This design comes from an exercise in tuning for small area on the open sky130 flow, not from production work.
RTL that was checked went through simulation tests only; none was proved equivalent to the original.
The clock port is modelled as an ideal driver, which makes a skipped or thinned clock tree look cheaper than it is; a real chip needs a root buffer or a tree.
Power and IR drop assume default switching activity.

== run A ==
// caa
module caa (
    input  wire        clk,
    input  wire        rst,
    input  wire        cmd_valid,
    input  wire [23:0] cmd,
    output wire [15:0] cursor_o,
    output wire [15:0] csum_o,
    output wire [15:0] total_o,
    output wire [7:0]  rec_len_o,
    output wire [15:0] rec_addr_o,
    output wire [15:0] rec_csum_o,
    output wire        rec_valid_o,
    output wire [23:0] status_o,
    output wire        err_o,
    output wire [23:0] fcmd_o
);
    reg [15:0] addr_q;
    reg [15:0] csum_q;
    reg [4:0]  len_q;
    reg [4:0]  cnt_q;
    reg [1:0]  phase_q;
    reg [15:0] total_q;
    reg [4:0]  out_len_q;
    reg [15:0] out_addr_q;
    reg [15:0] out_csum_q;
    reg        out_valid_q;
    reg [2:0]  err_q;
    reg [23:0] fcmd_q;
    wire is_nop, is_start, is_begin, is_data, is_data2, is_end, is_term;
    caa_decode u_decode (
        .cmd(cmd), .is_nop(is_nop), .is_start(is_start), .is_begin(is_begin),
        .is_data(is_data), .is_data2(is_data2), .is_end(is_end), .is_term(is_term)
    );
    wire legal = is_nop | is_start | is_begin | is_data | is_data2 | is_end | is_term;
    wire halted  = |err_q;
    wire in_idle = (phase_q == 2'd0);
    wire in_rec  = (phase_q == 2'd1);
    wire in_done = (phase_q == 2'd2);
    wire seq_ok = is_nop | (is_start & (in_idle | in_done)) | (is_begin & in_idle) |
                  ((is_data | is_data2 | is_end) & in_rec) | (is_term & in_idle);
    wire [4:0] cnt_p1 = cnt_q + 5'd1;
    wire [4:0] cnt_p2 = cnt_q + 5'd2;
    wire rem0 = (cnt_q == len_q);
    wire rem1 = (cnt_p1 == len_q);
    wire len_bad = (cmd[7:0] > 8'd24);
    wire ovr = (is_data & rem0) | (is_data2 & (rem0 | rem1));
    wire und = is_end & !rem0;
    reg [2:0] code;
    always @(*) begin
        if (!legal)                  code = 3'd1;
        else if (!seq_ok)            code = 3'd2;
        else if (is_begin & len_bad) code = 3'd3;
        else if (ovr)                code = 3'd4;
        else if (und)                code = 3'd5;
        else                         code = 3'd0;
    end
    wire act   = cmd_valid & !halted & !rst;
  ...
Settings: LEC_CHECK=0, CAP_MARGIN=20, CORE_MARGIN=2, CORE_UTILIZATION=40, SLEW_MARGIN=20; clock period 5.0 ns.
standard.sh (not shown) runs the stock make flow with config.mk's settings and CLKGATE_MAP_FILE= SYNTH_SCRIPT=/design/flow/synth_recipe.tcl, a recipe that flattens the netlist after the stock synthesis.
==> flow/flow/run.sh <==
#!/bin/bash
# Standard ORFS layout, with small port buffers and a lighter clock tree.
set -e
bash standard.sh BUFFER_PORTS_ARGS="-buffer_cell sky130_fd_sc_hd__buf_1" \
  CTS_ARGS="-sink_clustering_enable -repair_clock_nets -dont_use_dummy_load -buf_list sky130_fd_sc_hd__clkbuf_4 -sink_clustering_size 30" \
  finish > standard.log 2>&1
The final layout from run A, which completed every stage, passed the timing, DRC and antenna checks at the end of the flow.
Here is what was changed in the inputs of run B compared with run A.
Settings: swapping 40 for 60 in CORE_UTILIZATION.
--- a/flow/flow/run.sh
+++ b/flow/flow/run.sh
@@ -2 +2,3 @@
-# Standard ORFS layout, with small port buffers and a lighter clock tree.
+# Standard ORFS layout (the standard.sh), with small port buffers and a
+# clock tree of small buffers without dummy loads. ORFS writes each tool's
+# log under orfs/logs; make's own output goes to standard.log.
==> run notes <==
- For run B and run A, there was not a single run that failed to finish clean.
- Via count of the first global-routing pass, run B and run A, higher one = run B.
- From run A to run B the numbers moved as follows: tapcell count went down 82, worst reg2reg path depth went down by 1, width of the chip now smaller, worst setup slack moved down, wire length after detailed routing moved down.
- For run A, the cell with the largest stage delay on the worst path was sky130_fd_sc_hd__nor2b_2, unlike run B, where it was sky130_fd_sc_hd__fa_1.
- Compared to run A, run B has clock power about 2% lower.
- Compared with run A, run B is the less power-hungry design.
- Min count of standard-cell rows across run B and run A: run B
- The relative area change from synthesis to final layout reported for run B is smaller than that of run A by 2.2 points.
Input-level comparison between run C and run B:
Settings: CORE_UTILIZATION: 60 -> 40; ABC_AREA: unset -> 1.
[summary]
Run C: full flow OK, the timing, DRC and antenna checks passed
Taking run C over run B, the pin count of the biggest net entering global routing ratio works out to 0.905.
Diff run B..run C | count of cells resized by post-cts repair | unchanged
Per the comparison of run C with run B, overall via count from detail_route now smaller; required time of the worst setup path increased 0.03 ns.
Run B and run C ended up with nearly the same clock latency at the later pin of the worst-skew pair.
Run B leaves less setup margin than run C.
Run B → run C: via count of the first global-routing pass dropped about 13%, cell count now sits higher.

* * *

Another version of the RTL of caa (not shown whole).
Size: roughly 120 flip-flops, about 170 I/O pins, roughly 6200 um2 of cells after synthesis.
// caa
module caa (
    input  wire        clk,
    input  wire        rst,
    input  wire        cmd_valid,
    input  wire [23:0] cmd,
    output wire [15:0] cursor_o,
    output wire [15:0] csum_o,
    output wire [15:0] total_o,
    output wire [7:0]  rec_len_o,
    output wire [15:0] rec_addr_o,
    output wire [15:0] rec_csum_o,
    output wire        rec_valid_o,
    output wire [23:0] status_o,
    output wire        err_o,
    output wire [23:0] fcmd_o
);
export LEC_CHECK = 0
export CAP_MARGIN = 20
export CORE_MARGIN = 2
export CORE_UTILIZATION = 40
export SLEW_MARGIN = 20
export SYNTH_HIERARCHICAL = 1
create_clock -name core_clock -period 5.0 [get_ports {clk}]
==> flow/flow/run.sh <==
#!/bin/bash
# Standard ORFS layout (the standard.sh), with small port buffers and a
# clock tree of small buffers without dummy loads. ORFS writes each tool's
# log under orfs/logs; make's own output goes to standard.log.
set -e
bash standard.sh BUFFER_PORTS_ARGS="-buffer_cell sky130_fd_sc_hd__buf_1" \
  CTS_ARGS="-sink_clustering_enable -repair_clock_nets -dont_use_dummy_load -buf_list sky130_fd_sc_hd__clkbuf_8 -sink_clustering_size 30" \
  finish > standard.log 2>&1
==> next run, changes <==
CORE_UTILIZATION = 65   (was 40)
Outcome: The new run produced a clean layout. Clock power stays flat. Wire length shrinks by 7.6%. First-iteration DRC count came out lower by 6.2%. Register-to-register slack gets worse by 0.03 ns. Area after synthesis does not change. Hold slack loses 0.0058 ns. Utilization increases by 29 points. Via count increases by 1.9%.
No run of this note included a check of the RTL's function; only the layout flow was run.

* * *

caa, a different RTL version from the one above (not shown whole).
For scale: about 550 cells after synthesis, roughly 120 flip-flops, about 170 I/O pins, roughly 0.0061 sq mm of cells after synthesis.
// caa
module caa (
    input  wire        clk,
    input  wire        rst,
    input  wire        cmd_valid,
    input  wire [23:0] cmd,
    output wire [15:0] cursor_o,
    output wire [15:0] csum_o,
    output wire [15:0] total_o,
    output wire [7:0]  rec_len_o,
    output wire [15:0] rec_addr_o,
    output wire [15:0] rec_csum_o,
    output wire        rec_valid_o,
    output wire [23:0] status_o,
    output wire        err_o,
    output wire [23:0] fcmd_o
);
    reg [15:0] addr_q;
    reg [15:0] csum_q;
    reg [4:0]  len_q;
    reg [4:0]  cnt_q;
    reg [1:0]  st_q;        
    reg [15:0] total_q;
    reg [4:0]  out_len_q;
    reg [15:0] out_addr_q;
    reg [15:0] out_csum_q;
    reg [2:0]  err_q;
    reg [23:0] fcmd_q;
    wire [4:0] cnt_p1, cnt_p2;
    caa_cntinc u_cnt (.cnt(cnt_q), .p1(cnt_p1), .p2(cnt_p2));
    wire nrst, fs, do_start, do_begin, do_end, do_term, do_d1, do_d2, do_cs, do_ld;
    wire s_ahold, s_chold, s_ohold, s_lhold, s_nhold;
    wire [2:0] code;
    wire [1:0] st_d;
    wire halted, in_rec, in_idle, rem0, rem1;
    caa_state u_st (
        .st_q(st_q), .err_q(err_q), .cnt_q(cnt_q), .cnt_p1(cnt_p1), .len_q(len_q),
        .halted(halted), .in_rec(in_rec), .in_idle(in_idle), .rem0(rem0), .rem1(rem1)
    );
    caa_decode u_dec (
        .rst(rst), .cmd_valid(cmd_valid), .cmd(cmd), .st_q(st_q),
        .halted(halted), .in_rec(in_rec), .in_idle(in_idle), .rem0(rem0), .rem1(rem1),
        .nrst(nrst), .fs(fs), .code(code),
        .do_start(do_start), .do_begin(do_begin), .do_end(do_end),
        .do_term(do_term), .do_d1(do_d1), .do_d2(do_d2), .do_cs(do_cs),
        .do_ld(do_ld), .s_ahold(s_ahold), .s_chold(s_chold), .s_ohold(s_ohold),
        .s_lhold(s_lhold), .s_nhold(s_nhold), .st_d(st_d)
    );
    wire [15:0] addr_adv, total_adv;
    caa_add16 u_aadd (.a(addr_q),  .b(len_q), .s(addr_adv));
    caa_add16 u_tadd (.a(total_q), .b(len_q), .s(total_adv));
    wire [1:0] phase = {st_q[1] & st_q[0], in_rec};
    wire sel_t  = !in_rec & cmd[20];
    wire sel_a  = !in_rec & !cmd[20];
    wire [7:0] pa, pb;
    caa_sel3 #(8) u_pa (.a(csum_q[7:0]), .sa(in_rec), .b(total_q[7:0]), .sb(sel_t),
                        .q(addr_q[7:0]), .sq(sel_a), .d(pa));
    caa_or3sel #(8) u_pb (.c(cmd[15:8]), .a(total_q[15:8]), .sa(sel_t),
                          .b(addr_q[15:8]), .sb(sel_a), .d(pb));
  ...
==> flow/config.mk <==
export PLATFORM = sky130hd
export DESIGN_NAME = caa
export DESIGN_NICKNAME = caa
export VERILOG_FILES = /design/flow/design.v
export SDC_FILE = /design/flow/constraint.sdc
export NUM_CORES = 4
export LEC_CHECK = 0
export CAP_MARGIN = 20
export CORE_MARGIN = 2
export CORE_UTILIZATION = 40
export SLEW_MARGIN = 20
export SYNTH_HIERARCHICAL = 1
==> flow/constraint.sdc <==
create_clock -name core_clock -period 5.0 [get_ports {clk}]
set_input_delay 1.0000 -clock core_clock [delete_from_list [all_inputs] [get_ports {clk}]]
set_output_delay 1.0000 -clock core_clock [all_outputs]
set_load 0.01 [all_outputs]
==> flow/flow/run.sh <==
#!/bin/bash
# The standard ORFS layout (standard.sh) with two changes: small port
# buffers (buf_1) and, in place of TritonCTS, the two-level clock tree of
# flow/cts_pre.tcl. ORFS writes each tool's log under orfs/logs; make's own
# output goes to standard.log.
set -e
bash standard.sh BUFFER_PORTS_ARGS="-buffer_cell sky130_fd_sc_hd__buf_1" \
  PRE_CTS_TCL="$PWD/flow/cts_pre.tcl" CTS_CLK_NET=clk CTS_K=4 \
  CTS_LEAF_BUF=sky130_fd_sc_hd__clkbuf_16 CTS_ROOT_BUF="sky130_fd_sc_hd__clkbuf_8" \
  POST_CTS_TCL="$PWD/flow/cts_post.tcl" POST_GLOBAL_ROUTE_TCL="$PWD/flow/grt_post.tcl" finish > standard.log 2>&1
==> flow/flow/cts_post.tcl <==
# Area recovery after clock tree synthesis, as after global routing.
log_cmd repair_timing -recover_power 100 -verbose
repair_design_helper
log_cmd detailed_placement
log_cmd estimate_parasitics -placement
repair_timing_helper
log_cmd detailed_placement
==> flow/flow/grt_post.tcl <==
# Area recovery after global routing: downsize gates that are off the
# critical paths (OpenROAD's power recovery), then repair any slew or
# capacitance limit the downsizing broke, and fix timing again.
log_cmd global_route -start_incremental
log_cmd repair_timing -recover_power 100 -verbose
repair_design_helper
log_cmd detailed_placement
log_cmd global_route -end_incremental
log_cmd estimate_parasitics -global_routing
repair_timing_helper
log_cmd global_route -start_incremental
log_cmd detailed_placement
log_cmd global_route -end_incremental
log_cmd estimate_parasitics -global_routing
Other scripts of this flow, unchanged in this note and not shown: flow/flow/cts_pre.tcl
==> next run, changes <==
--- a/flow/flow/run.sh
+++ b/flow/flow/run.sh
@@ -9,2 +9,2 @@
   CTS_LEAF_BUF=sky130_fd_sc_hd__clkbuf_16 CTS_ROOT_BUF="sky130_fd_sc_hd__clkbuf_8" \
-  POST_CTS_TCL="$PWD/flow/cts_post.tcl" POST_GLOBAL_ROUTE_TCL="$PWD/flow/grt_post.tcl" finish > standard.log 2>&1
+  finish > standard.log 2>&1
- PLACE_DENSITY: unset -> 0.8
removed: flow/flow/cts_post.tcl
removed: flow/flow/grt_post.tcl
Design area climbs slightly.
Cell count stays flat.
Wire length went down slightly.
Setup slack loses 0.051 ns.
==> next run, changes <==
- CORE_UTILIZATION: 40 -> 50
- PLACE_DENSITY: 0.8 -> unset
Outcome: Sequential share of layout area came out higher by 0.30 points. Register-to-register slack stays flat. Total power barely changes. Final area came out lower by 0.83%. Worst setup slack gains 0.016 ns. Global-route usage goes up by 4.2 points. Routed wire length came out lower by 2.6%. Clock skew stays flat. Worst hold slack stays flat.
In every run of this note, the design's own scripts or RTL, not TritonCTS, make the clock network.

-- static timing again, ports no longer ideal --
No port has a modelled driver above. Below, the same layouts with a new extraction and two added sets of constraints. Step 1 sets driving cells, clkbuf_16 on the clock port and buf_2 on the other inputs (assumed; they add their load-dependent delay and slew). Step 2 times the ports against the registers' clock, not the clock port: input delays grow and output delays shrink by t, the midpoint of the rising clock arrivals with the driver on. Three values: ideal, step 1, step 2; two values: the first two.
run | t, ns | setup WS [ns] | clock arrival spread, ns | slew at the worst register clock pin (ns) | worst slew at a driven data input, ns
run A | 0.591 | 0.324 / 0.324 / -0.188 | 0.027 / 0.027 | 0.11 / 0.11 | 0.07
run B | 0.577 | 0.192 / 0.192 / -0.216 | 0.029 / 0.029 | 0.11 / 0.11 | 0.04
run C | 0.570 | 0.241 / 0.241 / -0.235 | 0.050 / 0.050 | 0.12 / 0.12 | 0.04
the first run of note 2 | 0.468 | 0.223 / 0.238 / -0.230 | 0.027 / 0.028 | 0.08 / 0.08 | 0.03
the second run of note 2 | 0.447 | 0.143 / 0.144 / -0.302 | 0.024 / 0.025 | 0.08 / 0.08 | 0.05
the first run of note 3 | 0.436 | 0.203 / 0.219 / -0.217 | 0.007 / 0.008 | 0.12 / 0.12 | 0.05
the second run of note 3 | 0.411 | 0.152 / 0.169 / -0.242 | 0.011 / 0.010 | 0.12 / 0.12 | 0.04
the third run of note 3 | 0.427 | 0.168 / 0.180 / -0.247 | 0.010 / 0.011 | 0.12 / 0.12 | 0.04
With both steps, setup timing fails in every run listed, where it was met with ideal ports. The setup slack of run A, which loses most, moves by 0.000 ns with the drivers and by -0.512 ns with both steps.
